This is an optimization exercise on Yosys and OpenROAD, whose aim is a short achievable clock period and few clock cycles, not a production implementation.
The RTL was checked by simulation tests, not by an equivalence proof against the original design.
Power is estimated from default activity; no workload was simulated.

[config.mk]
export PLATFORM = sky130hd
export DESIGN_NAME = z70_core
export DESIGN_NICKNAME = z70_core
export VERILOG_FILES = /design/flow/design.v
export SDC_FILE = /design/flow/constraint.sdc
export NUM_CORES = 4
export LEC_CHECK = 0
export ABC_CLOCK_PERIOD_IN_PS = 3500
export CAP_MARGIN = 20
export CORE_MARGIN = 2
export CORE_UTILIZATION = 40
export SETUP_SLACK_MARGIN = 3
export SLEW_MARGIN = 20
[constraint.sdc]
create_clock -name core_clock -period 8.5 [get_ports {clk}]
set_input_delay 1.7000 -clock core_clock [delete_from_list [all_inputs] [get_ports {clk}]]
set_output_delay 1.7000 -clock core_clock [all_outputs]
set_load 0.01 [all_outputs]
[design.v]
module z70_core (
    input  wire       clk,
    input  wire       rst,
    input  wire [8:0] pend,
    output wire [7:0] mem_addr,
    output wire       mem_we,
    output wire [7:0] mem_wdata,
    input  wire [7:0] mem_rdata,
    output wire       halted,
    output wire       faulted,
    output wire [1:0] fault_cause,
    output wire [7:0] fault_pc,
    output wire [8:0] fault_info,
    output wire [7:0] reg_a,
    output wire [7:0] reg_b,
    output wire [7:0] reg_i,
    output wire [8:0] pc,
    output wire [4:0] flags
);
    localparam C_FETCH_PAST_END = 2'd1;
    localparam C_ILLEGAL_OPCODE = 2'd2;
    localparam C_ILLEGAL_MODE   = 2'd3;
    localparam K_A   = 3'd0;
    localparam K_B   = 3'd1;
    localparam K_I   = 3'd2;
    localparam K_IND = 3'd3;
    localparam K_IMM = 3'd4;
    localparam K_DIR = 3'd5;
    localparam T_OP    = 3'd0;   
    localparam T_JCC   = 3'd1;   
    localparam T_HALT  = 3'd2;   
    localparam T_FAULT = 3'd3;   
    localparam T_NOP   = 3'd4;   
    function [255:0] onehot(input [7:0] a);
        onehot = 256'd1 << a;
    endfunction
    function [255:0] rotup(input [255:0] v, input integer k);
        rotup = (v << k) | (v >> (256 - k));
    endfunction
    reg [8:0] pend_r;
    reg [9:0] pend_m1, pend_m2, pend_m3;    
    reg  [2047:0] mir;
    reg  [255:0]  vld;
    reg [7:0]   ra, rb, ri;
    reg [255:0] ri_oh;
    reg         f_of, f_cf, f_zf, f_pf, f_sf;
    reg         st_halt, st_fault;
    reg       pw_q;             
    reg [7:0] pa_q, pd_q;
    reg       fl_v;             
    reg [7:0] fl_a;
    reg [7:0] qa0, qa1, qd0, qd1;
    reg [1:0] qn;
    reg [7:0] sp;               
    assign mem_addr  = pa_q;
    assign mem_we    = pw_q;
    assign mem_wdata = pd_q;
    reg [8:0]   fpc;
    reg [255:0] foh;            
    reg         f_act;
    wire [7:0] fb0, fb1, fb2, fb3;
    wire       fv0, fv1, fv2, fv3;
    z70_ohrd #(.W(8), .ROT(0)) u_rf0 (.d(mir), .oh(foh), .q(fb0));
    z70_ohrd #(.W(8), .ROT(1)) u_rf1 (.d(mir), .oh(foh), .q(fb1));
    z70_ohrd #(.W(8), .ROT(2)) u_rf2 (.d(mir), .oh(foh), .q(fb2));
    z70_ohrd #(.W(8), .ROT(3)) u_rf3 (.d(mir), .oh(foh), .q(fb3));
    z70_ohrd #(.W(1), .ROT(0)) u_vf0 (.d(vld), .oh(foh), .q(fv0));
    z70_ohrd #(.W(1), .ROT(1)) u_vf1 (.d(vld), .oh(foh), .q(fv1));
    z70_ohrd #(.W(1), .ROT(2)) u_vf2 (.d(vld), .oh(foh), .q(fv2));
    z70_ohrd #(.W(1), .ROT(3)) u_vf3 (.d(vld), .oh(foh), .q(fv3));
    wire       fd_nop, fd_jump, fd_binary, fd_unary, fd_ill_op, fd_ill_md;
    wire       fd_extra, fd_dst_mem, fd_src_mem, fd_needs_read, fd_mem_is_ind;
    wire [2:0] fd_dkind, fd_skind;
    z70_decode u_dec_f (
        .ins(fb0), .is_nop(fd_nop), .is_jump(fd_jump), .is_binary(fd_binary),
        .is_unary(fd_unary), .is_ill_op(fd_ill_op), .is_ill_md(fd_ill_md),
        .dkind(fd_dkind), .skind(fd_skind), .has_extra(fd_extra), .dst_mem(fd_dst_mem),
        .src_mem(fd_src_mem), .needs_read(fd_needs_read), .mem_is_ind(fd_mem_is_ind)
    );
    wire [9:0] fpc_s  = {1'b0, fpc};
    wire f_end  = (fpc >= pend_r);
    wire f_last = (fpc_s == pend_m1);    
    wire f_in2  = !pend_m2[9] && (fpc_s < pend_m2);    
    wire f_in3  = !pend_m3[9] && (fpc_s < pend_m3);    
    wire f_fold1 = !fd_extra && fv1 && fv2 && (fb1 == 8'hF0) && f_in2;
    wire f_fold2 =  fd_extra && fv2 && fv3 && (fb2 == 8'hF0) && f_in3;
    reg         r_v;
    reg [2:0]   r_t;
    reg [8:0]   r_pc;
    reg [255:0] r_pcoh;
    reg [7:0]   r_b0, r_b1;
    reg [255:0] r_b1oh;
    reg         r_ind;          
    reg         r_rd;           
    wire         x_ii, x_di;
    wire [7:0]   r_ri   = x_ii ? ri + 8'd1 : x_di ? ri - 8'd1 : ri;
    wire [255:0] r_rioh = x_ii ? rotup(ri_oh, 1) : x_di ? rotup(ri_oh, 255) : ri_oh;
    wire [7:0]   r_addr = r_ind ? r_ri : r_b1;
    wire [255:0] r_aoh  = r_ind ? r_rioh : r_b1oh;
    wire [7:0]   r_mb;
    wire         r_mv;
    z70_ohrd #(.W(8), .ROT(0)) u_rr (.d(mir), .oh(r_aoh), .q(r_mb));
    z70_ohrd #(.W(1), .ROT(0)) u_vr (.d(vld), .oh(r_aoh), .q(r_mv));
    wire       rd_nop, rd_jump, rd_binary, rd_unary, rd_ill_op, rd_ill_md;
    wire       rd_extra, rd_dst_mem, rd_src_mem, rd_needs_read, rd_mem_is_ind;
    wire [2:0] rd_dkind, rd_skind;
    z70_decode u_dec_r (
        .ins(r_b0), .is_nop(rd_nop), .is_jump(rd_jump), .is_binary(rd_binary),
        .is_unary(rd_unary), .is_ill_op(rd_ill_op), .is_ill_md(rd_ill_md),
        .dkind(rd_dkind), .skind(rd_skind), .has_extra(rd_extra), .dst_mem(rd_dst_mem),
        .src_mem(rd_src_mem), .needs_read(rd_needs_read), .mem_is_ind(rd_mem_is_ind)
    );
    wire [3:0] r_op = r_b0[7:4];
    wire r_isop = r_v && (r_t == T_OP);
    wire r_cmp  = (r_op == 4'h3);
    wire r_mov  = (r_op == 4'h6);
    wire r_not  = (r_op == 4'h9);
    wire r_wen  = !r_cmp;
    wire [3:0] r_dsel = {rd_dst_mem, rd_dkind == K_I, rd_dkind == K_B, rd_dkind == K_A};
    wire [4:0] r_ssel = {rd_src_mem, rd_skind == K_IMM, rd_skind == K_I, rd_skind == K_B, rd_skind == K_A};
    wire r_arith = (r_op == 4'h1) || (r_op == 4'h2) || (r_op == 4'h3) || (r_op == 4'h7) || (r_op == 4'h8);
    wire [6:0] r_rsel = {r_op == 4'hB, r_op == 4'hA, r_not, r_mov, r_op == 4'h5, r_op == 4'h4, r_arith};
    reg       x_v;
    reg [2:0] x_t;
    reg [8:0] x_pc;
    reg [7:0] x_b0, x_b1;
    reg [255:0] x_b1oh;
    reg [7:0] x_mv;             
    reg [7:0] x_addr;           
    reg [3:0] x_dsel;
    reg [4:0] x_ssel;
    reg [6:0] x_rsel;
    reg       x_sub;            
    reg       x_inc, x_dec;
    reg       x_add;
    reg       x_wa, x_wb, x_wi, x_st, x_fw, x_logic;
    wire x_op   = x_v && (x_t == T_OP);
    assign x_ii = x_op && x_wi && x_inc;
    assign x_di = x_op && x_wi && x_dec;
    wire x_term = x_v && (x_t == T_HALT || x_t == T_FAULT);
    wire [7:0] dval = ({8{x_dsel[0]}} & ra) | ({8{x_dsel[1]}} & rb) |
                      ({8{x_dsel[2]}} & ri) | ({8{x_dsel[3]}} & x_mv);
    wire [7:0] sval = ({8{x_ssel[0]}} & ra) | ({8{x_ssel[1]}} & rb) |
                      ({8{x_ssel[2]}} & ri) | ({8{x_ssel[3]}} & x_b1) |
                      ({8{x_ssel[4]}} & x_mv);
    wire [7:0] bop = x_sub ? ~sval : x_inc ? 8'h00 : x_dec ? 8'hFF : sval;
    wire       cin = x_sub || x_inc;
    wire [8:0] sum;
    z70_add8 u_add (.a(dval), .b(bop), .ci(cin), .s(sum));
    wire [7:0] res = ({8{x_rsel[0]}} & sum[7:0]) |
                     ({8{x_rsel[1]}} & (dval & sval)) |
                     ({8{x_rsel[2]}} & (dval | sval)) |
                     ({8{x_rsel[3]}} & sval) |
                     ({8{x_rsel[4]}} & ~dval) |
                     ({8{x_rsel[5]}} & {1'b0, dval[7:1]}) |
                     ({8{x_rsel[6]}} & {dval[6:0], 1'b0});
    wire carry = x_add ? sum[8] : x_sub ? !sum[8] : x_rsel[5] ? dval[0] :
                 x_rsel[6] ? dval[7] : f_cf;
    wire ovf   = x_rsel[0] ? ((dval[7] == bop[7]) && (sum[7] != dval[7])) :
                 x_rsel[5] ? dval[7] : (dval[7] ^ dval[6]);
    wire       st_en = x_op && x_st;                
    wire [7:0] st_a  = x_addr;
    wire [7:0] st_d  = res;
    wire       x_wr_i = x_op && x_wi;
    wire x_fwe = x_op && x_fw;
    wire n_zf = x_fwe ? (res == 8'h00) : f_zf;
    wire n_sf = x_fwe ? res[7] : f_sf;
    wire n_pf = x_fwe ? ~^res : f_pf;
    wire n_cf = x_fwe ? (!x_logic && carry) : f_cf;
    wire n_of = x_fwe ? (!x_logic && ovf) : f_of;
    reg x_taken;
    always @(*) begin
        case (x_b0[2:0])
            3'd1: x_taken = f_zf;
            3'd2: x_taken = f_sf;
            3'd3: x_taken = f_cf;
            3'd4: x_taken = f_of;
            default: x_taken = f_pf;
        endcase
    end
    wire jmp_redir = x_v && (x_t == T_JCC) && x_taken;
    reg r_tk;
    always @(*) begin
        case (r_b0[2:0])
            3'd1: r_tk = f_zf;
            3'd2: r_tk = f_sf;
            3'd3: r_tk = f_cf;
            3'd4: r_tk = f_of;
            default: r_tk = f_pf;
        endcase
    end
    wire r_res = r_v && (r_t == T_JCC) && !(x_op && x_fw);
    wire [7:0] st_r0 = st_a - r_pc[7:0];
    wire [7:0] st_f0 = st_a - fpc[7:0];
    wire smc_r = r_v && (st_r0[7:2] == 6'd0);
    wire smc_f = f_act && (st_f0[7:2] == 6'd0);
    wire smc   = st_en && (smc_r || smc_f);
    wire redir = jmp_redir || smc;
    wire r_redir = r_res && r_tk && !redir;
    wire [8:0]   redir_pc = smc ? (r_v ? r_pc : fpc) : {1'b0, x_b1};
    wire [255:0] redir_oh = smc ? (r_v ? r_pcoh : foh) : x_b1oh;
    wire r_need  = r_isop && r_rd;
    wire r_fwd   = st_en && (st_a == r_addr);
    wire r_ihaz  = r_isop && r_ind && x_wr_i && !x_ii && !x_di;
    wire r_stall = r_ihaz || (r_need && !r_fwd && !r_mv);
    wire [7:0] r_opnd = r_fwd ? st_d : r_mb;
    wire f_stall = r_stall;         
    reg        f_emit;
    reg  [2:0] f_t;
    reg        f_stop;
    reg        f_adv;
    reg  [1:0] f_nk;                
    reg  [7:0] f_tgt;
    always @(*) begin
        f_emit = 1'b0;
        f_t    = T_OP;
        f_stop = 1'b0;
        f_adv  = 1'b0;
        f_nk   = 2'd1;
        f_tgt  = fb1;
        if (f_end) begin
            f_emit = 1'b1; f_t = T_HALT; f_stop = 1'b1;
        end else if (fv0) begin
            if (fd_ill_op || fd_ill_md) begin
                f_emit = 1'b1; f_t = T_FAULT; f_stop = 1'b1;
            end else if (fd_extra && f_last) begin
                f_emit = 1'b1; f_t = T_FAULT; f_stop = 1'b1;
            end else if (fd_extra) begin
                if (fv1) begin
                    f_adv  = 1'b1;
                    f_emit = 1'b1;
                    if (fb0 == 8'hF0) begin
                        f_nk  = 2'd3;
                        f_tgt = fb1;
                        f_t   = T_NOP;
                    end else begin
                        f_nk  = f_fold2 ? 2'd3 : 2'd2;
                        f_tgt = fb3;
                        f_t   = fd_jump ? T_JCC : T_OP;
                    end
                end
            end else begin
                f_adv  = 1'b1;
                f_emit = 1'b1;
                f_nk   = f_fold1 ? 2'd3 : 2'd1;
                f_tgt  = fb2;
                f_t    = fd_nop ? T_NOP : T_OP;
            end
        end
    end
    wire [8:0]   f_npc   = (f_nk == 2'd3) ? {1'b0, f_tgt} : (f_nk == 2'd2) ? fpc + 9'd2 : fpc + 9'd1;
    wire [255:0] f_npcoh = (f_nk == 2'd3) ? onehot(f_tgt) : (f_nk == 2'd2) ? rotup(foh, 2) : rotup(foh, 1);
    wire [7:0] pf_1 = fpc[7:0] + 8'd1;
    wire [7:0] pf0  = fpc[7:0] + 8'd2;
    wire [7:0] pf1  = fpc[7:0] + 8'd3;
    wire [7:0] pf2  = ri + 8'd1;
    wire [7:0] pf3  = sp;
    wire [7:0] pf4  = sp + 8'd1;
    wire pv2, pv3, pv4;
    z70_ohrd #(.W(1), .ROT(1)) u_vp2 (.d(vld), .oh(ri_oh), .q(pv2));
    z70_rd1 u_vp3 (.d(vld), .a(pf3), .q(pv3));
    z70_rd1 u_vp4 (.d(vld), .a(pf4), .q(pv4));
    function inflight(input [7:0] a, input pw, input [7:0] pa, input fv, input [7:0] fa);
        inflight = (!pw && pa == a) || (fv && fa == a);
    endfunction
    reg       dem_v;
    reg [7:0] dem_a;
    always @(*) begin
        dem_v = 1'b0;
        dem_a = r_addr;
        if (r_need && !r_mv && !r_fwd && !inflight(r_addr, pw_q, pa_q, fl_v, fl_a)) begin
            dem_v = 1'b1; dem_a = r_addr;
        end else if (f_act && !f_end && !fv0 && !inflight(fpc[7:0], pw_q, pa_q, fl_v, fl_a)) begin
            dem_v = 1'b1; dem_a = fpc[7:0];
        end else if (f_act && !f_end && fv0 && fd_extra && !f_last && !fv1 &&
                     !inflight(pf_1, pw_q, pa_q, fl_v, fl_a)) begin
            dem_v = 1'b1; dem_a = pf_1;
        end
    end
    reg       pfv;
    reg [7:0] pfa;
    reg [7:0] sp_n;
    reg       s0ok, s1ok;
    always @(*) begin
        pfv  = 1'b1;
        pfa  = pf0;
        s0ok = pv3 || inflight(pf3, pw_q, pa_q, fl_v, fl_a);
        s1ok = pv4 || inflight(pf4, pw_q, pa_q, fl_v, fl_a);
        sp_n = sp;
        if (!fv2 && !inflight(pf0, pw_q, pa_q, fl_v, fl_a)) pfa = pf0;
        else if (!fv3 && !inflight(pf1, pw_q, pa_q, fl_v, fl_a)) pfa = pf1;
        else if (!pv2 && !inflight(pf2, pw_q, pa_q, fl_v, fl_a)) pfa = pf2;
        else if (!s0ok) begin pfa = pf3; s0ok = 1'b1; end
        else if (!s1ok) begin pfa = pf4; s1ok = 1'b1; end
        else pfv = 1'b0;
        if (s0ok) sp_n = s1ok ? sp + 8'd2 : sp + 8'd1;
    end
    wire do_w = (qn != 2'd0);
    wire       is_ill_op_x, is_ill_md_x;
    wire       xd_nop, xd_jump, xd_binary, xd_unary, xd_extra, xd_dst_mem, xd_src_mem;
    wire       xd_needs_read, xd_mem_is_ind;
    wire [2:0] xd_dkind, xd_skind;
    z70_decode u_dec_x (
        .ins(x_b0), .is_nop(xd_nop), .is_jump(xd_jump), .is_binary(xd_binary),
        .is_unary(xd_unary), .is_ill_op(is_ill_op_x), .is_ill_md(is_ill_md_x),
        .dkind(xd_dkind), .skind(xd_skind), .has_extra(xd_extra), .dst_mem(xd_dst_mem),
        .src_mem(xd_src_mem), .needs_read(xd_needs_read), .mem_is_ind(xd_mem_is_ind)
    );
    assign reg_a   = ra;
    assign reg_b   = rb;
    assign reg_i   = ri;
    assign pc      = x_pc;
    assign flags   = {f_of, f_cf, f_zf, f_pf, f_sf};
    assign halted  = st_halt;
    assign faulted = st_fault;
    wire   [8:0] x_pc1 = x_pc + 9'd1;
    assign fault_cause = is_ill_op_x ? C_ILLEGAL_OPCODE : is_ill_md_x ? C_ILLEGAL_MODE : C_FETCH_PAST_END;
    assign fault_pc    = x_pc[7:0];
    assign fault_info  = (is_ill_op_x || is_ill_md_x) ? {1'b0, x_b0} : x_pc1;
    wire [255:0] st_oh = onehot(st_a);
    wire [255:0] fl_oh = onehot(fl_a);
    integer k;
    always @(posedge clk) begin
        for (k = 0; k < 256; k = k + 1) begin
            if (st_en && st_oh[k])
                mir[k*8 +: 8] <= st_d;
            else if (fl_v && fl_oh[k] && !vld[k])
                mir[k*8 +: 8] <= mem_rdata;
        end
    end
    always @(posedge clk) begin
        if (rst) begin
            vld <= 256'd0;
        end else begin
            for (k = 0; k < 256; k = k + 1) begin
                if ((st_en && st_oh[k]) || (fl_v && fl_oh[k]))
                    vld[k] <= 1'b1;
            end
        end
    end
    always @(posedge clk) begin
        if (rst) begin
            pend_r   <= pend;
            pend_m1  <= {1'b0, pend} - 10'd1;
            pend_m2  <= {1'b0, pend} - 10'd2;
            pend_m3  <= {1'b0, pend} - 10'd3;
            ra       <= 8'h00;
            rb       <= 8'h00;
            ri       <= 8'h00;
            ri_oh    <= 256'd1;
            f_of     <= 1'b0;
            f_cf     <= 1'b0;
            f_zf     <= 1'b0;
            f_pf     <= 1'b0;
            f_sf     <= 1'b0;
            st_halt  <= 1'b0;
            st_fault <= 1'b0;
            pw_q     <= 1'b0;
            pa_q     <= 8'h00;
            pd_q     <= 8'h00;
            fl_v     <= 1'b0;
            fl_a     <= 8'h00;
            qa0      <= 8'h00;
            qa1      <= 8'h00;
            qd0      <= 8'h00;
            qd1      <= 8'h00;
            qn       <= 2'd0;
            sp       <= 8'h00;
            fpc      <= 9'd0;
            foh      <= 256'd1;
            f_act    <= 1'b1;
            r_v      <= 1'b0;
            r_t      <= T_OP;
            r_pc     <= 9'd0;
            r_pcoh   <= 256'd1;
            r_b0     <= 8'h00;
            r_b1     <= 8'h00;
            r_b1oh   <= 256'd1;
            r_ind    <= 1'b0;
            r_rd     <= 1'b0;
            x_v      <= 1'b0;
            x_t      <= T_OP;
            x_pc     <= 9'd0;
            x_b0     <= 8'h00;
            x_b1     <= 8'h00;
            x_b1oh   <= 256'd1;
            x_mv     <= 8'h00;
            x_addr   <= 8'h00;
            x_dsel   <= 4'd0;
            x_ssel   <= 5'd0;
            x_rsel   <= 7'd0;
            x_sub    <= 1'b0;
            x_inc    <= 1'b0;
            x_dec    <= 1'b0;
            x_add    <= 1'b0;
            x_wa     <= 1'b0;
            x_wb     <= 1'b0;
            x_wi     <= 1'b0;
            x_st     <= 1'b0;
            x_fw     <= 1'b0;
            x_logic  <= 1'b0;
        end else begin
            if (x_op) begin
                if (x_wa) ra <= res;
                if (x_wb) rb <= res;
                if (x_wi) begin
                    ri    <= res;
                    ri_oh <= onehot(res);
                end
            end
            f_zf <= n_zf;
            f_sf <= n_sf;
            f_pf <= n_pf;
            f_cf <= n_cf;
            f_of <= n_of;
            if (x_term && qn == 2'd0) begin
                if (x_t == T_HALT) st_halt  <= 1'b1;
                else               st_fault <= 1'b1;
            end
            if (!x_term) begin
                if (redir || r_stall || !r_v) begin
                    x_v <= 1'b0;
                end else begin
                    x_v     <= 1'b1;
                    x_t     <= r_res ? T_NOP : r_t;
                    x_pc    <= r_pc;
                    x_b0    <= r_b0;
                    x_b1    <= r_b1;
                    x_b1oh  <= r_b1oh;
                    x_mv    <= r_opnd;
                    x_addr  <= r_addr;
                    x_dsel  <= r_dsel;
                    x_ssel  <= r_ssel;
                    x_rsel  <= r_rsel;
                    x_sub   <= (r_op == 4'h2) || r_cmp;
                    x_inc   <= (r_op == 4'h7);
                    x_dec   <= (r_op == 4'h8);
                    x_add   <= (r_op == 4'h1);
                    x_wa    <= r_wen && !rd_dst_mem && (rd_dkind == K_A);
                    x_wb    <= r_wen && !rd_dst_mem && (rd_dkind == K_B);
                    x_wi    <= r_wen && !rd_dst_mem && (rd_dkind == K_I);
                    x_st    <= r_wen && rd_dst_mem;
                    x_fw    <= !r_mov && !r_not;
                    x_logic <= (r_op == 4'h4) || (r_op == 4'h5);
                end
            end
            if (redir || r_redir) begin
                r_v <= 1'b0;
            end else if (!r_stall) begin
                r_v    <= f_act && f_emit;
                r_t    <= f_t;
                r_pc   <= fpc;
                r_pcoh <= foh;
                r_b0   <= fb0;
                r_b1   <= fb1;
                r_b1oh <= onehot(fb1);
                r_ind  <= fd_mem_is_ind;
                r_rd   <= fd_needs_read;
            end
            if (redir) begin
                fpc   <= redir_pc;
                foh   <= redir_oh;
                f_act <= 1'b1;
            end else if (r_redir) begin
                fpc   <= {1'b0, r_b1};
                foh   <= r_b1oh;
                f_act <= 1'b1;
            end else if (f_act && !f_stall) begin
                if (f_stop) f_act <= 1'b0;
                if (f_adv) begin
                    fpc <= f_npc;
                    foh <= f_npcoh;
                end
            end
            fl_v <= !pw_q;
            fl_a <= pa_q;
            if (do_w) begin
                pw_q <= 1'b1;
                pa_q <= qa0;
                pd_q <= qd0;
                if (qn == 2'd2) begin
                    qa0 <= qa1; qd0 <= qd1;
                    qa1 <= st_a; qd1 <= st_d;
                    qn  <= st_en ? 2'd2 : 2'd1;
                end else begin
                    qa0 <= st_a; qd0 <= st_d;
                    qn  <= st_en ? 2'd1 : 2'd0;
                end
            end else begin
                pw_q <= 1'b0;
                pa_q <= dem_v ? dem_a : pfa;
                qa0  <= st_a; qd0 <= st_d;
                qn   <= st_en ? 2'd1 : 2'd0;
            end
            if (!do_w && !dem_v) sp <= sp_n;
            else if (pv3 && pv4) sp <= sp + 8'd2;
        end
    end
endmodule
module z70_ohrd #(parameter integer W = 8, parameter integer ROT = 0) (
    input  wire [256*W-1:0] d,
    input  wire [255:0]     oh,
    output wire [W-1:0]     q
);
    genvar i, b;
    generate
        for (b = 0; b < W; b = b + 1) begin : g_bit
            wire [255:0] t;
            for (i = 0; i < 256; i = i + 1) begin : g_ent
                assign t[i] = oh[i] & d[((i + ROT) % 256)*W + b];
            end
            assign q[b] = |t;
        end
    endgenerate
endmodule
module z70_rd1 (
    input  wire [255:0] d,
    input  wire [7:0]   a,
    output wire         q
);
    assign q = d[a];
endmodule
module z70_decode (
    input  wire [7:0] ins,
    output wire       is_nop,
    output wire       is_jump,
    output wire       is_binary,
    output wire       is_unary,
    output wire       is_ill_op,
    output wire       is_ill_md,
    output reg  [2:0] dkind,
    output reg  [2:0] skind,
    output wire       has_extra,
    output wire       dst_mem,
    output wire       src_mem,
    output wire       needs_read,
    output wire       mem_is_ind
);
    localparam K_A   = 3'd0;
    localparam K_B   = 3'd1;
    localparam K_I   = 3'd2;
    localparam K_IND = 3'd3;
    localparam K_IMM = 3'd4;
    localparam K_DIR = 3'd5;
    wire [3:0] op   = ins[7:4];
    wire [3:0] mode = ins[3:0];
    assign is_nop    = (ins == 8'hFF);
    assign is_jump   = (op == 4'hF) && (mode <= 4'd5);
    assign is_binary = (op >= 4'h1) && (op <= 4'h6);
    wire   is_unop   = (op >= 4'h7) && (op <= 4'hB);
    assign is_unary  = is_unop && (mode <= 4'd3);
    assign is_ill_md = is_unop && (mode > 4'd3);
    assign is_ill_op = !is_nop && !is_jump && !is_binary && !is_unop;
    always @(*) begin
        dkind = K_A;
        skind = K_A;
        if (is_binary) begin
            case (mode)
                4'h0: begin dkind = K_A;   skind = K_B;   end
                4'h1: begin dkind = K_A;   skind = K_I;   end
                4'h2: begin dkind = K_A;   skind = K_IND; end
                4'h3: begin dkind = K_A;   skind = K_IMM; end
                4'h4: begin dkind = K_A;   skind = K_DIR; end
                4'h5: begin dkind = K_B;   skind = K_A;   end
                4'h6: begin dkind = K_B;   skind = K_I;   end
                4'h7: begin dkind = K_B;   skind = K_IND; end
                4'h8: begin dkind = K_B;   skind = K_IMM; end
                4'h9: begin dkind = K_B;   skind = K_DIR; end
                4'hA: begin dkind = K_I;   skind = K_A;   end
                4'hB: begin dkind = K_I;   skind = K_B;   end
                4'hC: begin dkind = K_I;   skind = K_IMM; end
                4'hD: begin dkind = K_IND; skind = K_A;   end
                4'hE: begin dkind = K_IND; skind = K_B;   end
                default: begin dkind = K_DIR; skind = K_A; end
            endcase
        end else begin
            case (mode[1:0])
                2'd0: dkind = K_A;
                2'd1: dkind = K_B;
                2'd2: dkind = K_I;
                default: dkind = K_IND;
            endcase
        end
    end
    wire   is_mov     = (op == 4'h6);
    assign has_extra  = is_jump || (is_binary && (skind == K_IMM || skind == K_DIR || dkind == K_DIR));
    assign dst_mem    = (dkind == K_IND) || (dkind == K_DIR);
    assign src_mem    = is_binary && ((skind == K_IND) || (skind == K_DIR));
    assign needs_read = src_mem || (dst_mem && !is_mov);
    assign mem_is_ind = (dkind == K_IND) || (is_binary && skind == K_IND);
endmodule
module z70_add8 (
    input  wire [7:0] a,
    input  wire [7:0] b,
    input  wire       ci,
    output wire [8:0] s
);
    wire [7:0] p = a ^ b;
    wire [7:0] g0 = {a[7:1] & b[7:1], (a[0] & b[0]) | (p[0] & ci)};
    wire [7:0] p0 = p;
    wire [7:0] g1 = {g0[7:1] | (p0[7:1] & g0[6:0]), g0[0]};
    wire [7:0] p1 = {p0[7:1] & p0[6:0], p0[0]};
    wire [7:0] g2 = {g1[7:2] | (p1[7:2] & g1[5:0]), g1[1:0]};
    wire [7:0] p2 = {p1[7:2] & p1[5:0], p1[1:0]};
    wire [7:0] g3 = {g2[7:4] | (p2[7:4] & g2[3:0]), g2[3:0]};
    wire [7:0] c = {g3[6:0], ci};
    assign s = {g3[7], p ^ c};
endmodule
[run.sh]
#!/bin/bash
# synth_recipe.tcl (not shown) runs the flow's synth.tcl, then flattens the netlist and writes it again
# the make line also repeats each setting of config.mk as NAME=value (left out here)
make -C /OpenROAD-flow-scripts/flow DESIGN_CONFIG=/design/flow/config.mk WORK_HOME=/design/flow/orfs CLKGATE_MAP_FILE= SYNTH_SCRIPT=/design/flow/synth_recipe.tcl finish
==> impl_results.md, run 1 <==
- Io pins: 95
- Number of global-route vias before repair: 382,600
- Clk sink count: 3,838
- Syn avg cell area: 8.793 um2
- Predominant post-synthesis flop cell: edfxtp_1
- Post-DP Area: 278,700 um2
- Total CTS buffers: 424
- H-Tree Depth: 5
- Main combinational cell family by area after synthesis: compound AO/OA/AOI/OAI gates
- Synth Instances: 27,760
- Register area share after synthesis: 40.02%
- Post-synthesis xor/xnor area fraction: 0.7653%
- Post-synthesis compound-gate area fraction: 37.08%
- Netlist cell types: 102
- Synth Register Bits: 3,838
- Die width: 785.2 um
- Port bufs: 94
- Placed Cells: 36,380
- Number of synthesized flops with an enable pin: 2,085
- Final GP Congestion: 1.917
- Largest net degree at the start of global routing: 177
- Global-route wire length before repair: 5,066,000 um
- Tot GR Track Use: 126.2%
- Worst-case clock buffer depth: 4
- Outcome: stopped before the end
- Post-synthesis cell area: 244,100 um2
- Asr flop ratio synth: 0%
- CTS Root Cell: clkbuf_16
- Simple-gate portion of the synthesized area: 13.09%
- Adder-Cell Fraction of Synth Area: 0.4152%
- Yosys warns: 2
- Die height: 785.2 um
- Total grt overflow: 143,200
- Syn_nets: 27,860
- Mux share of post-synthesis cell area: 3.030%
- Error msg: [ERROR GRT-0116] Global routing finished with congestion. Check the congestion regions in the DRC Viewer.
- Fail Step: 5_1_grt
- Starting Density: 40.20%
- Dpl hpwl: 2,869,000 um
- FP Rows: 286
-- stage by stage --
| step | utilization, % | setup TNS [ns] | worst slack (ns) |
|---|---|---|---|
| 3_3_place_gp | 45.79 | -0.4547 | -0.4547 |
| 3_5_place_dp | 45.90 | 0 | 0.7399 |
| 2_1_floorplan | - | 0 | 3.022 |
| 4_1_cts | 49.96 | 0 | 2.493 |
-- worst max-delay path by stage --
stage / slack [ns] / end / start / cells past startpoint
detailed placement: 0.74 / foh[238] / x_t[0] / 17
CTS: 2.49 / foh[121] / foh[167] / 17
floorplan: 3.02 / foh[108] / foh[84] / 23
global placement: -0.45 / foh[194] / foh[14] / 18
-- kinds of logic after synthesis --
family	count (synthesis)
buf+inv	3590
flops	3838
fa+ha+maj	80
xor+xnor	207
compound gates	12440
simple gates	7062
mux	551
-- Yosys cell counts (37+ instances only) --
cell,count,share of area (%)
nand4_1,1004,2.6
a211oi_1,158,0.49
a221o_1,67,0.27
a31oi_1,399,1.0
a221oi_1,2634,9.5
nor4_1,341,0.87
nor2b_1,38,0.097
a2111oi_0,37,0.13
dfxtp_1,1753,14
buf_1,485,0.75
and2_1,46,0.12
xor2_1,81,0.29
mux2_2,98,0.45
buf_2,80,0.16
mux4_2,140,1.3
ha_1,77,0.39
inv_1,221,0.34
nand2_1,3732,5.7
and3_1,63,0.16
o21ai_0,2865,5.9
nor3_1,162,0.33
a22o_1,2400,8.6
a21o_1,247,0.76
o221ai_1,47,0.17
edfxtp_1,2085,26
and4_1,38,0.14
a311oi_1,127,0.46
o22ai_1,57,0.15
o31ai_1,230,0.71
or4_1,58,0.18
a222oi_1,116,0.48
mux2i_1,310,1.3
o211ai_1,38,0.12
xnor2_1,122,0.44
o41ai_1,80,0.29
a22oi_1,1638,5.0
nor2_1,1133,1.7
nand3_1,288,0.59
clkbuf_1,2779,4.3
a21oi_1,1004,2.1
-- what timing repair did --
item / 4_1_cts
gates cloned: 37
setup endpoints to repair: 1770
setup buffers: 330
gates resized for setup: 1254
hold endpoints to repair: 0
hold buffers: 0
pin swaps: 305
-- power groups by stage --
| stage | clock [mW] | combinational [mW] | sequential [mW] |
|---|---|---|---|
| 4_1_cts | 19.6 | 53.6 | 27.0 |
| 3_5_place_dp | 0 | 50.2 | 27.6 |
| 3_3_place_gp | 0 | 50.7 | 27.7 |
| 2_1_floorplan | 0 | 20.6 | 21.5 |
-- metal layers --
metal | GRT usage (%) | GRT overflow
met1 | 114.0 | 27690
met2 | 165.7 | 86190
met3 | 102.9 | 12010
met4 | 118.2 | 16050
met5 | 94.21 | 1236
Testbench counts, summed over its fixed seeds: cycles 53,104.
==> inputs of run 2 (changes only) <==
--- a/design.v
+++ b/design.v
@@ -60,28 +60,18 @@
     reg         f_act;
-    wire [7:0] fb0, fb1, fb2, fb3;
-    wire       fv0, fv1, fv2, fv3;
-    z70_ohrd #(.W(8), .ROT(0)) u_rf0 (.d(mir), .oh(foh), .q(fb0));
-    z70_ohrd #(.W(8), .ROT(1)) u_rf1 (.d(mir), .oh(foh), .q(fb1));
-    z70_ohrd #(.W(8), .ROT(2)) u_rf2 (.d(mir), .oh(foh), .q(fb2));
-    z70_ohrd #(.W(8), .ROT(3)) u_rf3 (.d(mir), .oh(foh), .q(fb3));
-    z70_ohrd #(.W(1), .ROT(0)) u_vf0 (.d(vld), .oh(foh), .q(fv0));
-    z70_ohrd #(.W(1), .ROT(1)) u_vf1 (.d(vld), .oh(foh), .q(fv1));
-    z70_ohrd #(.W(1), .ROT(2)) u_vf2 (.d(vld), .oh(foh), .q(fv2));
-    z70_ohrd #(.W(1), .ROT(3)) u_vf3 (.d(vld), .oh(foh), .q(fv3));
-    wire       fd_nop, fd_jump, fd_binary, fd_unary, fd_ill_op, fd_ill_md;
-    wire       fd_extra, fd_dst_mem, fd_src_mem, fd_needs_read, fd_mem_is_ind;
-    wire [2:0] fd_dkind, fd_skind;
-    z70_decode u_dec_f (
-        .ins(fb0), .is_nop(fd_nop), .is_jump(fd_jump), .is_binary(fd_binary),
-        .is_unary(fd_unary), .is_ill_op(fd_ill_op), .is_ill_md(fd_ill_md),
-        .dkind(fd_dkind), .skind(fd_skind), .has_extra(fd_extra), .dst_mem(fd_dst_mem),
-        .src_mem(fd_src_mem), .needs_read(fd_needs_read), .mem_is_ind(fd_mem_is_ind)
+    wire [7:0]   fb0, fb1;
+    wire [255:0] fb1oh;
+    wire         fv0, fv1, fv2, fv3;
+    wire         fd_extra, fd_needs_read, fd_mem_is_ind;
+    wire         f_end, f_last;
+    wire         f_emit, f_stop, f_adv, f_fj;
+    wire [2:0]   f_t;
+    wire [8:0]   f_npc;
+    wire [255:0] f_npcoh;
+    z70_fetch u_f (
+        .pc(fpc), .oh(foh), .mir(mir), .vld(vld),
+        .pend_r(pend_r), .pend_m1(pend_m1), .pend_m2(pend_m2), .pend_m3(pend_m3),
+        .emit(f_emit), .t(f_t), .stop(f_stop), .adv(f_adv), .npc(f_npc), .npcoh(f_npcoh),
+        .b0(fb0), .b1(fb1), .b1oh(fb1oh), .ind(fd_mem_is_ind), .rd(fd_needs_read),
+        .v0(fv0), .v1(fv1), .v2(fv2), .v3(fv3), .extra(fd_extra), .endp(f_end), .last(f_last), .fj(f_fj)
     );
-    wire [9:0] fpc_s  = {1'b0, fpc};
-    wire f_end  = (fpc >= pend_r);
-    wire f_last = (fpc_s == pend_m1);    
-    wire f_in2  = !pend_m2[9] && (fpc_s < pend_m2);    
-    wire f_in3  = !pend_m3[9] && (fpc_s < pend_m3);    
-    wire f_fold1 = !fd_extra && fv1 && fv2 && (fb1 == 8'hF0) && f_in2;
-    wire f_fold2 =  fd_extra && fv2 && fv3 && (fb2 == 8'hF0) && f_in3;
     reg         r_v;
@@ -94,2 +84,3 @@
     reg         r_rd;           
+    reg         r_fj;           
     wire         x_ii, x_di;
@@ -136,2 +127,13 @@
     reg       x_wa, x_wb, x_wi, x_st, x_fw, x_logic;
+    reg       x_fj;
+    wire       is_ill_op_x, is_ill_md_x;
+    wire       xd_nop, xd_jump, xd_binary, xd_unary, xd_extra, xd_dst_mem, xd_src_mem;
+    wire       xd_needs_read, xd_mem_is_ind;
+    wire [2:0] xd_dkind, xd_skind;
+    z70_decode u_dec_x (
+        .ins(x_b0), .is_nop(xd_nop), .is_jump(xd_jump), .is_binary(xd_binary),
+        .is_unary(xd_unary), .is_ill_op(is_ill_op_x), .is_ill_md(is_ill_md_x),
+        .dkind(xd_dkind), .skind(xd_skind), .has_extra(xd_extra), .dst_mem(xd_dst_mem),
+        .src_mem(xd_src_mem), .needs_read(xd_needs_read), .mem_is_ind(xd_mem_is_ind)
+    );
     wire x_op   = x_v && (x_t == T_OP);
@@ -196,7 +198,10 @@
     wire smc_f = f_act && (st_f0[7:2] == 6'd0);
-    wire smc   = st_en && (smc_r || smc_f);
+    wire [7:0] st_x0 = st_a - x_pc[7:0];
+    wire smc_x = x_fj && (st_x0[7:2] == 6'd0);
+    wire [8:0] x_hn = x_pc + (xd_extra ? 9'd2 : 9'd1);
+    wire smc   = st_en && (smc_r || smc_f || smc_x);
     wire redir = jmp_redir || smc;
     wire r_redir = r_res && r_tk && !redir;
-    wire [8:0]   redir_pc = smc ? (r_v ? r_pc : fpc) : {1'b0, x_b1};
-    wire [255:0] redir_oh = smc ? (r_v ? r_pcoh : foh) : x_b1oh;
+    wire [8:0]   redir_pc = (smc && smc_x) ? x_hn : smc ? (r_v ? r_pc : fpc) : {1'b0, x_b1};
+    wire [255:0] redir_oh = (smc && smc_x) ? (256'd1 << x_hn[7:0]) : smc ? (r_v ? r_pcoh : foh) : x_b1oh;
     wire r_need  = r_isop && r_rd;
@@ -207,47 +212,2 @@
     wire f_stall = r_stall;         
-    reg        f_emit;
-    reg  [2:0] f_t;
-    reg        f_stop;
-    reg        f_adv;
-    reg  [1:0] f_nk;                
-    reg  [7:0] f_tgt;
-    always @(*) begin
-        f_emit = 1'b0;
-        f_t    = T_OP;
-        f_stop = 1'b0;
-        f_adv  = 1'b0;
-        f_nk   = 2'd1;
-        f_tgt  = fb1;
-        if (f_end) begin
-            f_emit = 1'b1; f_t = T_HALT; f_stop = 1'b1;
-        end else if (fv0) begin
-            if (fd_ill_op || fd_ill_md) begin
-                f_emit = 1'b1; f_t = T_FAULT; f_stop = 1'b1;
-            end else if (fd_extra && f_last) begin
-                f_emit = 1'b1; f_t = T_FAULT; f_stop = 1'b1;
-            end else if (fd_extra) begin
-                if (fv1) begin
-                    f_adv  = 1'b1;
-                    f_emit = 1'b1;
-                    if (fb0 == 8'hF0) begin
-                        f_nk  = 2'd3;
-                        f_tgt = fb1;
-                        f_t   = T_NOP;
-                    end else begin
-                        f_nk  = f_fold2 ? 2'd3 : 2'd2;
-                        f_tgt = fb3;
-                        f_t   = fd_jump ? T_JCC : T_OP;
-                    end
-                end
-            end else begin
-                f_adv  = 1'b1;
-                f_emit = 1'b1;
-                f_nk   = f_fold1 ? 2'd3 : 2'd1;
-                f_tgt  = fb2;
-                f_t    = fd_nop ? T_NOP : T_OP;
-            end
-        end
-    end
-    wire [8:0]   f_npc   = (f_nk == 2'd3) ? {1'b0, f_tgt} : (f_nk == 2'd2) ? fpc + 9'd2 : fpc + 9'd1;
-    wire [255:0] f_npcoh = (f_nk == 2'd3) ? onehot(f_tgt) : (f_nk == 2'd2) ? rotup(foh, 2) : rotup(foh, 1);
     wire [7:0] pf_1 = fpc[7:0] + 8'd1;
@@ -298,12 +258,2 @@
     wire do_w = (qn != 2'd0);
-    wire       is_ill_op_x, is_ill_md_x;
-    wire       xd_nop, xd_jump, xd_binary, xd_unary, xd_extra, xd_dst_mem, xd_src_mem;
-    wire       xd_needs_read, xd_mem_is_ind;
-    wire [2:0] xd_dkind, xd_skind;
-    z70_decode u_dec_x (
-        .ins(x_b0), .is_nop(xd_nop), .is_jump(xd_jump), .is_binary(xd_binary),
-        .is_unary(xd_unary), .is_ill_op(is_ill_op_x), .is_ill_md(is_ill_md_x),
-        .dkind(xd_dkind), .skind(xd_skind), .has_extra(xd_extra), .dst_mem(xd_dst_mem),
-        .src_mem(xd_src_mem), .needs_read(xd_needs_read), .mem_is_ind(xd_mem_is_ind)
-    );
     assign reg_a   = ra;
@@ -380,2 +330,3 @@
             r_rd     <= 1'b0;
+            r_fj     <= 1'b0;
             x_v      <= 1'b0;
@@ -401,2 +352,3 @@
             x_logic  <= 1'b0;
+            x_fj     <= 1'b0;
         end else begin
@@ -444,5 +396,8 @@
                     x_logic <= (r_op == 4'h4) || (r_op == 4'h5);
+                    x_fj    <= r_fj;
                 end
             end
-            if (redir || r_redir) begin
+            if (redir) begin
+                r_v <= 1'b0;
+            end else if (r_redir) begin
                 r_v <= 1'b0;
@@ -455,5 +410,6 @@
                 r_b1   <= fb1;
-                r_b1oh <= onehot(fb1);
+                r_b1oh <= fb1oh;
                 r_ind  <= fd_mem_is_ind;
                 r_rd   <= fd_needs_read;
+                r_fj   <= f_fj;
             end
@@ -608 +564,105 @@
 endmodule
+module z70_fetch (
+    input  wire [8:0]    pc,
+    input  wire [255:0]  oh,
+    input  wire [2047:0] mir,
+    input  wire [255:0]  vld,
+    input  wire [8:0]    pend_r,
+    input  wire [9:0]    pend_m1,
+    input  wire [9:0]    pend_m2,
+    input  wire [9:0]    pend_m3,
+    output reg           emit,      
+    output reg  [2:0]    t,
+    output reg           stop,      
+    output reg           adv,       
+    output wire [8:0]    npc,
+    output wire [255:0]  npcoh,
+    output wire [7:0]    b0,
+    output wire [7:0]    b1,
+    output wire [255:0]  b1oh,
+    output wire          ind,
+    output wire          rd,
+    output wire          v0,
+    output wire          v1,
+    output wire          v2,
+    output wire          v3,
+    output wire          extra,
+    output wire          endp,
+    output wire          last,
+    output wire          fj         
+);
+    localparam T_OP    = 3'd0;
+    localparam T_JCC   = 3'd1;
+    localparam T_HALT  = 3'd2;
+    localparam T_FAULT = 3'd3;
+    localparam T_NOP   = 3'd4;
+    wire [7:0] b2, b3;
+    z70_ohrd #(.W(8), .ROT(0)) u_r0 (.d(mir), .oh(oh), .q(b0));
+    z70_ohrd #(.W(8), .ROT(1)) u_r1 (.d(mir), .oh(oh), .q(b1));
+    z70_ohrd #(.W(8), .ROT(2)) u_r2 (.d(mir), .oh(oh), .q(b2));
+    z70_ohrd #(.W(8), .ROT(3)) u_r3 (.d(mir), .oh(oh), .q(b3));
+    z70_ohrd #(.W(1), .ROT(0)) u_v0 (.d(vld), .oh(oh), .q(v0));
+    z70_ohrd #(.W(1), .ROT(1)) u_v1 (.d(vld), .oh(oh), .q(v1));
+    z70_ohrd #(.W(1), .ROT(2)) u_v2 (.d(vld), .oh(oh), .q(v2));
+    z70_ohrd #(.W(1), .ROT(3)) u_v3 (.d(vld), .oh(oh), .q(v3));
+    assign b1oh = 256'd1 << b1;
+    wire       d_nop, d_jump, d_binary, d_unary, d_ill_op, d_ill_md;
+    wire       d_dst_mem, d_src_mem;
+    wire [2:0] d_dkind, d_skind;
+    z70_decode u_dec (
+        .ins(b0), .is_nop(d_nop), .is_jump(d_jump), .is_binary(d_binary),
+        .is_unary(d_unary), .is_ill_op(d_ill_op), .is_ill_md(d_ill_md),
+        .dkind(d_dkind), .skind(d_skind), .has_extra(extra), .dst_mem(d_dst_mem),
+        .src_mem(d_src_mem), .needs_read(rd), .mem_is_ind(ind)
+    );
+    wire [9:0] pc_s = {1'b0, pc};
+    assign endp = (pc >= pend_r);
+    assign last = (pc_s == pend_m1);                   
+    wire   in2  = !pend_m2[9] && (pc_s < pend_m2);     
+    wire   in3  = !pend_m3[9] && (pc_s < pend_m3);     
+    wire fold1 = !extra && v1 && v2 && (b1 == 8'hF0) && in2;
+    wire fold2 =  extra && v2 && v3 && (b2 == 8'hF0) && in3;
+    reg  [1:0] nk;              
+    reg  [7:0] tgt;
+    always @(*) begin
+        emit = 1'b0;
+        t    = T_OP;
+        stop = 1'b0;
+        adv  = 1'b0;
+        nk   = 2'd1;
+        tgt  = b1;
+        if (endp) begin
+            emit = 1'b1; t = T_HALT; stop = 1'b1;
+        end else if (v0) begin
+            if (d_ill_op || d_ill_md) begin
+                emit = 1'b1; t = T_FAULT; stop = 1'b1;
+            end else if (extra && last) begin
+                emit = 1'b1; t = T_FAULT; stop = 1'b1;
+            end else if (extra) begin
+                if (v1) begin
+                    adv  = 1'b1;
+                    emit = 1'b1;
+                    if (b0 == 8'hF0) begin
+                        nk  = 2'd3;
+                        tgt = b1;
+                        t   = T_NOP;
+                    end else begin
+                        nk  = fold2 ? 2'd3 : 2'd2;
+                        tgt = b3;
+                        t   = d_jump ? T_JCC : T_OP;
+                    end
+                end
+            end else begin
+                adv  = 1'b1;
+                emit = 1'b1;
+                nk   = fold1 ? 2'd3 : 2'd1;
+                tgt  = b2;
+                t    = d_nop ? T_NOP : T_OP;
+            end
+        end
+    end
+    assign fj    = adv && (b0 != 8'hF0) && (nk == 2'd3);
+    assign npc   = (nk == 2'd3) ? {1'b0, tgt} : (nk == 2'd2) ? pc + 9'd2 : pc + 9'd1;
+    assign npcoh = (nk == 2'd3) ? (256'd1 << tgt) :
+                   (nk == 2'd2) ? {oh[253:0], oh[255:254]} : {oh[254:0], oh[255]};
+endmodule
--- a/config.mk
+++ b/config.mk
@@ -9,4 +9,7 @@
 export CAP_MARGIN = 20
+export CELL_PAD_IN_SITES_DETAIL_PLACEMENT = 1
+export CELL_PAD_IN_SITES_GLOBAL_PLACEMENT = 1
 export CORE_MARGIN = 2
 export CORE_UTILIZATION = 40
+export PLACE_DENSITY = 0.42
 export SETUP_SLACK_MARGIN = 3
==> run 2 against run 1 <==
The flow again stops in 5_1_grt. Area after synthesis is 2.7% higher. Synthesized cell count is 4.7% higher.
==> impl_results.md, run 2 <==
- CTS Root Cell: clkbuf_16
- Global-route wire length before repair: 5,256,000 um
- Netlist cell types: 122 (+20%)
- Clk sink count: 3,845 (+0.18%)
- Setup slack after placement: 0.3765 ns (-0.3634 ns)
- Outcome: stopped before the end
- Post-DP Area: 278,900 um2 (about the same)
- Main area contributors after synthesis: edfxtp_1, dfxtp_1, a221oi_1
- Top cell type's share of synthesized area: 24.98% (-0.67 points)
- Predominant post-synthesis flop cell: edfxtp_1
- Synth Register Bits: 3,845 (+0.18%)
- Yosys warns: 3 (+1)
- Register area share after synthesis: 39.04% (-0.98 points)
- Syn_nets: 29,180 (+4.7%)
- Post-synth top area cell: edfxtp_1
- Total CTS buffers: 442 (+4.2%)
- FP Rows: 290 (+1.4%)
- Error msg: [ERROR GRT-0116] Global routing finished with congestion. Check the congestion regions in the DRC Viewer.
- Synth Instances: 29,070 (+4.7%)
- Largest net degree at the start of global routing: 205
- Asr flop ratio synth: 0% (unchanged)
- Number of synthesized flops with an enable pin: 2,085 (unchanged)
- Final GP Congestion: 2.112 (+10%)
- Port bufs: 94 (unchanged)
- Post-synth top cells: nand2_1, a221oi_1, clkbuf_1
- Starting Density: 40.16% (-0.040 points)
- Io pins: 95 (unchanged)
- Die width: 795.6 um (+1.3%)
- Tot GR Track Use: 126.3%
- H-Tree Depth: 5 (unchanged)
- Most frequent cell after synthesis: nand2_1
- Fail Step: 5_1_grt
- Dpl hpwl: 2,628,000 um (-8.4%)
- Post-synthesis cell area: 250,600 um2 (+2.7%)
- Die height: 795.6 um (+1.3%)
- Worst-case clock buffer depth: 4 (unchanged)
- Number of global-route vias before repair: 404,500
- Syn avg cell area: 8.622 um2 (-1.9%)
- Total grt overflow: 146,600
-- run 2: cell count changes after synthesis, sizes merged, moves of 135 or more --
cell | previous run | this run
a311oi | 127 | 271
clkbuf | 2779 | 2507
nor4 | 362 | 227
buf | 586 | 839
a21oi | 1004 | 1745
o21ai | 2895 | 2342
nor2 | 1134 | 2117
nor3 | 163 | 419
nand3 | 288 | 598
o31ai | 231 | 53
a21o | 247 | 51
-- run 2: routing by layer --
metal  global-route usage [%]  GRT overflow
met1                    119.2         36280
met5                    97.72          1997
met4                    115.7         14620
met2                    157.7         77850
met3                    106.5         15850
-- run 2: cells by family after synthesis --
family                   share of synthesized area [%]
AO/OA/AOI/OAI                                    35.45
XOR/XNOR                                        0.7753
adder cells (fa/ha/maj)                         0.4723
buffers and inverters                            5.647
flip-flops                                       39.04
multiplexers                                     3.481
AND/OR/NAND/NOR                                  15.14
-- run 2: worst max-delay path by stage --
| stage | end |
|---|---|
| floorplan | f_pf |
| global placement | foh[13] |
| detailed placement | foh[42] |
| CTS | foh[68] |
-- run 2: stage by stage --
step / power [mW] / cells
after floorplan: 40.59 / 29070
after global placement: 68.71 / 37160
after detailed placement: 68.65 / 37180
after CTS: 94.23 / 38780
-- run 2: power by group through the flow --
stage,Combinational [mW],Sequential (mW),Clock (mW)
CTS,45.5,28.3,20.4
floorplan,19.2,21.4,0
global placement,39.0,29.7,0
detailed placement,38.9,29.8,0
-- run 2: timing repair --
| item | in CTS |
|---|---|
| resized for setup | 1212 |
| pin swaps | 331 |
| endpoints found under the setup margin | 1854 |
| endpoints found under the hold margin | 0 |
| buffers inserted | 657 |
| hold buffers | 0 |
| gates cloned | 115 |
Testbench counts of run 2, summed over its fixed seeds: cycles 53,104.
==> inputs of run 3 (changes only) <==
--- a/design.v
+++ b/design.v
@@ -94,2 +94,25 @@
     z70_ohrd #(.W(1), .ROT(0)) u_vr (.d(vld), .oh(r_aoh), .q(r_mv));
+    wire [7:0]   tb0, tb1;
+    wire [255:0] tb1oh;
+    wire         tv0, tv1, tv2, tv3;
+    wire         td_extra, td_needs_read, td_mem_is_ind;
+    wire         t_end, t_last;
+    wire         t_emit, t_stop, t_adv, t_fj;
+    wire [2:0]   t_t;
+    wire [8:0]   t_npc;
+    wire [255:0] t_npcoh;
+    z70_fetch u_ft (
+        .pc({1'b0, r_b1}), .oh(r_b1oh), .mir(mir), .vld(vld),
+        .pend_r(pend_r), .pend_m1(pend_m1), .pend_m2(pend_m2), .pend_m3(pend_m3),
+        .emit(t_emit), .t(t_t), .stop(t_stop), .adv(t_adv), .npc(t_npc), .npcoh(t_npcoh),
+        .b0(tb0), .b1(tb1), .b1oh(tb1oh), .ind(td_mem_is_ind), .rd(td_needs_read),
+        .v0(tv0), .v1(tv1), .v2(tv2), .v3(tv3), .extra(td_extra), .endp(t_end), .last(t_last), .fj(t_fj)
+    );
+    reg         rt_v, rt_stop;
+    reg [2:0]   rt_t;
+    reg [8:0]   rt_npc;
+    reg [255:0] rt_npcoh;
+    reg [7:0]   rt_b0, rt_b1;
+    reg [255:0] rt_b1oh;
+    reg         rt_ind, rt_rd, rt_fj;
     wire       rd_nop, rd_jump, rd_binary, rd_unary, rd_ill_op, rd_ill_md;
@@ -204,2 +227,5 @@
     wire r_redir = r_res && r_tk && !redir;
+    wire [7:0] st_t0 = st_a - r_b1;
+    wire t_ok = t_emit && !(st_en && (st_t0[7:2] == 6'd0));
+    wire use_rt = jmp_redir && rt_v;
     wire [8:0]   redir_pc = (smc && smc_x) ? x_hn : smc ? (r_v ? r_pc : fpc) : {1'b0, x_b1};
@@ -331,2 +357,13 @@
             r_fj     <= 1'b0;
+            rt_v     <= 1'b0;
+            rt_t     <= T_OP;
+            rt_stop  <= 1'b0;
+            rt_npc   <= 9'd0;
+            rt_npcoh <= 256'd1;
+            rt_b0    <= 8'h00;
+            rt_b1    <= 8'h00;
+            rt_b1oh  <= 256'd1;
+            rt_ind   <= 1'b0;
+            rt_rd    <= 1'b0;
+            rt_fj    <= 1'b0;
             x_v      <= 1'b0;
@@ -399,4 +436,37 @@
             end
-            if (redir) begin
+            rt_v     <= r_v && (r_t == T_JCC) && !r_res && t_ok;
+            rt_t     <= t_t;
+            rt_stop  <= t_stop;
+            rt_npc   <= t_npc;
+            rt_npcoh <= t_npcoh;
+            rt_b0    <= tb0;
+            rt_b1    <= tb1;
+            rt_b1oh  <= tb1oh;
+            rt_ind   <= td_mem_is_ind;
+            rt_rd    <= td_needs_read;
+            rt_fj    <= t_fj;
+            if (use_rt) begin
+                r_v    <= 1'b1;
+                r_t    <= rt_t;
+                r_pc   <= {1'b0, x_b1};
+                r_pcoh <= x_b1oh;
+                r_b0   <= rt_b0;
+                r_b1   <= rt_b1;
+                r_b1oh <= rt_b1oh;
+                r_ind  <= rt_ind;
+                r_rd   <= rt_rd;
+                r_fj   <= rt_fj;
+            end else if (redir) begin
                 r_v <= 1'b0;
+            end else if (r_redir && t_ok) begin
+                r_v    <= 1'b1;
+                r_t    <= t_t;
+                r_pc   <= {1'b0, r_b1};
+                r_pcoh <= r_b1oh;
+                r_b0   <= tb0;
+                r_b1   <= tb1;
+                r_b1oh <= tb1oh;
+                r_ind  <= td_mem_is_ind;
+                r_rd   <= td_needs_read;
+                r_fj   <= t_fj;
             end else if (r_redir) begin
@@ -415,3 +485,7 @@
             end
-            if (redir) begin
+            if (use_rt) begin
+                fpc   <= rt_npc;
+                foh   <= rt_npcoh;
+                f_act <= !rt_stop;
+            end else if (redir) begin
                 fpc   <= redir_pc;
@@ -419,2 +493,6 @@
                 f_act <= 1'b1;
+            end else if (r_redir && t_ok) begin
+                fpc   <= t_npc;
+                foh   <= t_npcoh;
+                f_act <= !t_stop;
             end else if (r_redir) begin
==> run 3 against run 2 <==
The run again fails in 5_1_grt. Synthesized cell count rose by 46%. Area after synthesis increased by 35%.
==> impl_results.md, run 3 <==
- Outcome: stopped before the end
- Fail Step: 5_1_grt
- Error msg: [ERROR GRT-0116] Global routing finished with congestion. Check the congestion regions in the DRC Viewer.
- Io pins: 95 (unchanged)
- Synth Instances: 42,590 (+46%)
- Post-DP Area: 383,400 um2 (+37%)
- Most frequent cell after synthesis: clkbuf_1
- Predominant post-synthesis flop cell: dfxtp_1
- Port bufs: 94 (unchanged)
- Number of synthesized flops with an enable pin: 2,085 (unchanged)
- Synth Register Bits: 4,390 (+14%)
- Largest net degree at the start of global routing: 195
- Global-route wire length before repair: 7,116,000 um
- FP Rows: 337 (+16%)
- Die width: 923.9 um (+16%)
- Tot GR Track Use: 129.7%
- Syn_nets: 42,730 (+46%)
- Total CTS buffers: 547 (+24%)
- Clk sink count: 4,390 (+14%)
- Top cell type's share of synthesized area: 18.50% (-6.5 points)
- Netlist cell types: 115 (-5.7%)
- Yosys warns: 3 (unchanged)
- Syn avg cell area: 7.948 um2 (-7.8%)
- Post-synth top cells: clkbuf_1, nand2_1, a22o_1
- Worst-case clock buffer depth: 4 (unchanged)
- Total grt overflow: 250,400
- Starting Density: 40.16% (about the same)
- Asr flop ratio synth: 0% (unchanged)
- Number of global-route vias before repair: 551,500
- Post-synthesis cell area: 338,500 um2 (+35%)
- H-Tree Depth: 6 (+1)
- Die height: 923.9 um (+16%)
- Final GP Congestion: 2.340 (+11%)
- Dpl hpwl: 3,968,000 um (+51%)
- CTS Root Cell: clkbuf_16
- Register area share after synthesis: 32.13% (-6.9 points)
- Post-synth top area cell: edfxtp_1
- Main area contributors after synthesis: edfxtp_1, dfxtp_1, a22o_1
==> run 3: metal layers <==
metal  GRT overflow  track usage (%)
met2         121800            165.4
met4          21860            111.7
met5           3637            91.99
met3          29600            103.0
met1          73540            127.1
==> run 3: kinds of logic after synthesis <==
logic type      after synthesis  synth area share, %
xor+xnor                    240               0.6414
buf+inv                    7415                8.365
compound gates            19020                42.20
mux                         338                1.563
flops                      4390                32.13
fa+ha+maj                   130               0.4865
simple gates              11050                14.62
==> run 3: power by group through the flow <==
| stage | Combinational [mW] | Clock [mW] | Sequential [mW] |
|---|---|---|---|
| 3_5_place_dp | 33.0 | 0 | 29.5 |
| 4_1_cts | 37.4 | 24.5 | 27.5 |
| 2_1_floorplan | 16.1 | 0 | 23.6 |
| 3_3_place_gp | 32.8 | 0 | 29.5 |
==> run 3: metrics by stage <==
step | setup WS, ns | cells | setup TNS (ns)
2_1_floorplan | 3.007 | 42590 | 0
3_3_place_gp | -2.899 | 52870 | -620.16
3_5_place_dp | -0.7404 | 52900 | -5.747
4_1_cts | 1.974 | 55190 | 0
==> run 3: how the worst max path moves through the flow <==
stage                    from        to  slack (ns)  cells past startpoint
floorplan               x_inc      f_pf        3.01                     28
global placement    mir[1311]  foh[191]       -2.90                     18
detailed placement   mir[844]  foh[228]       -0.74                     18
CTS                 mir[1182]  foh[128]        1.97                     21
==> run 3: timing repair <==
item	CTS
gates resized for setup	646
pin swaps	77
setup endpoints to repair	2775
hold buffers	0
buffers inserted	1276
cloned	8
Testbench counts of run 3, summed over its fixed seeds: cycles 49,982.
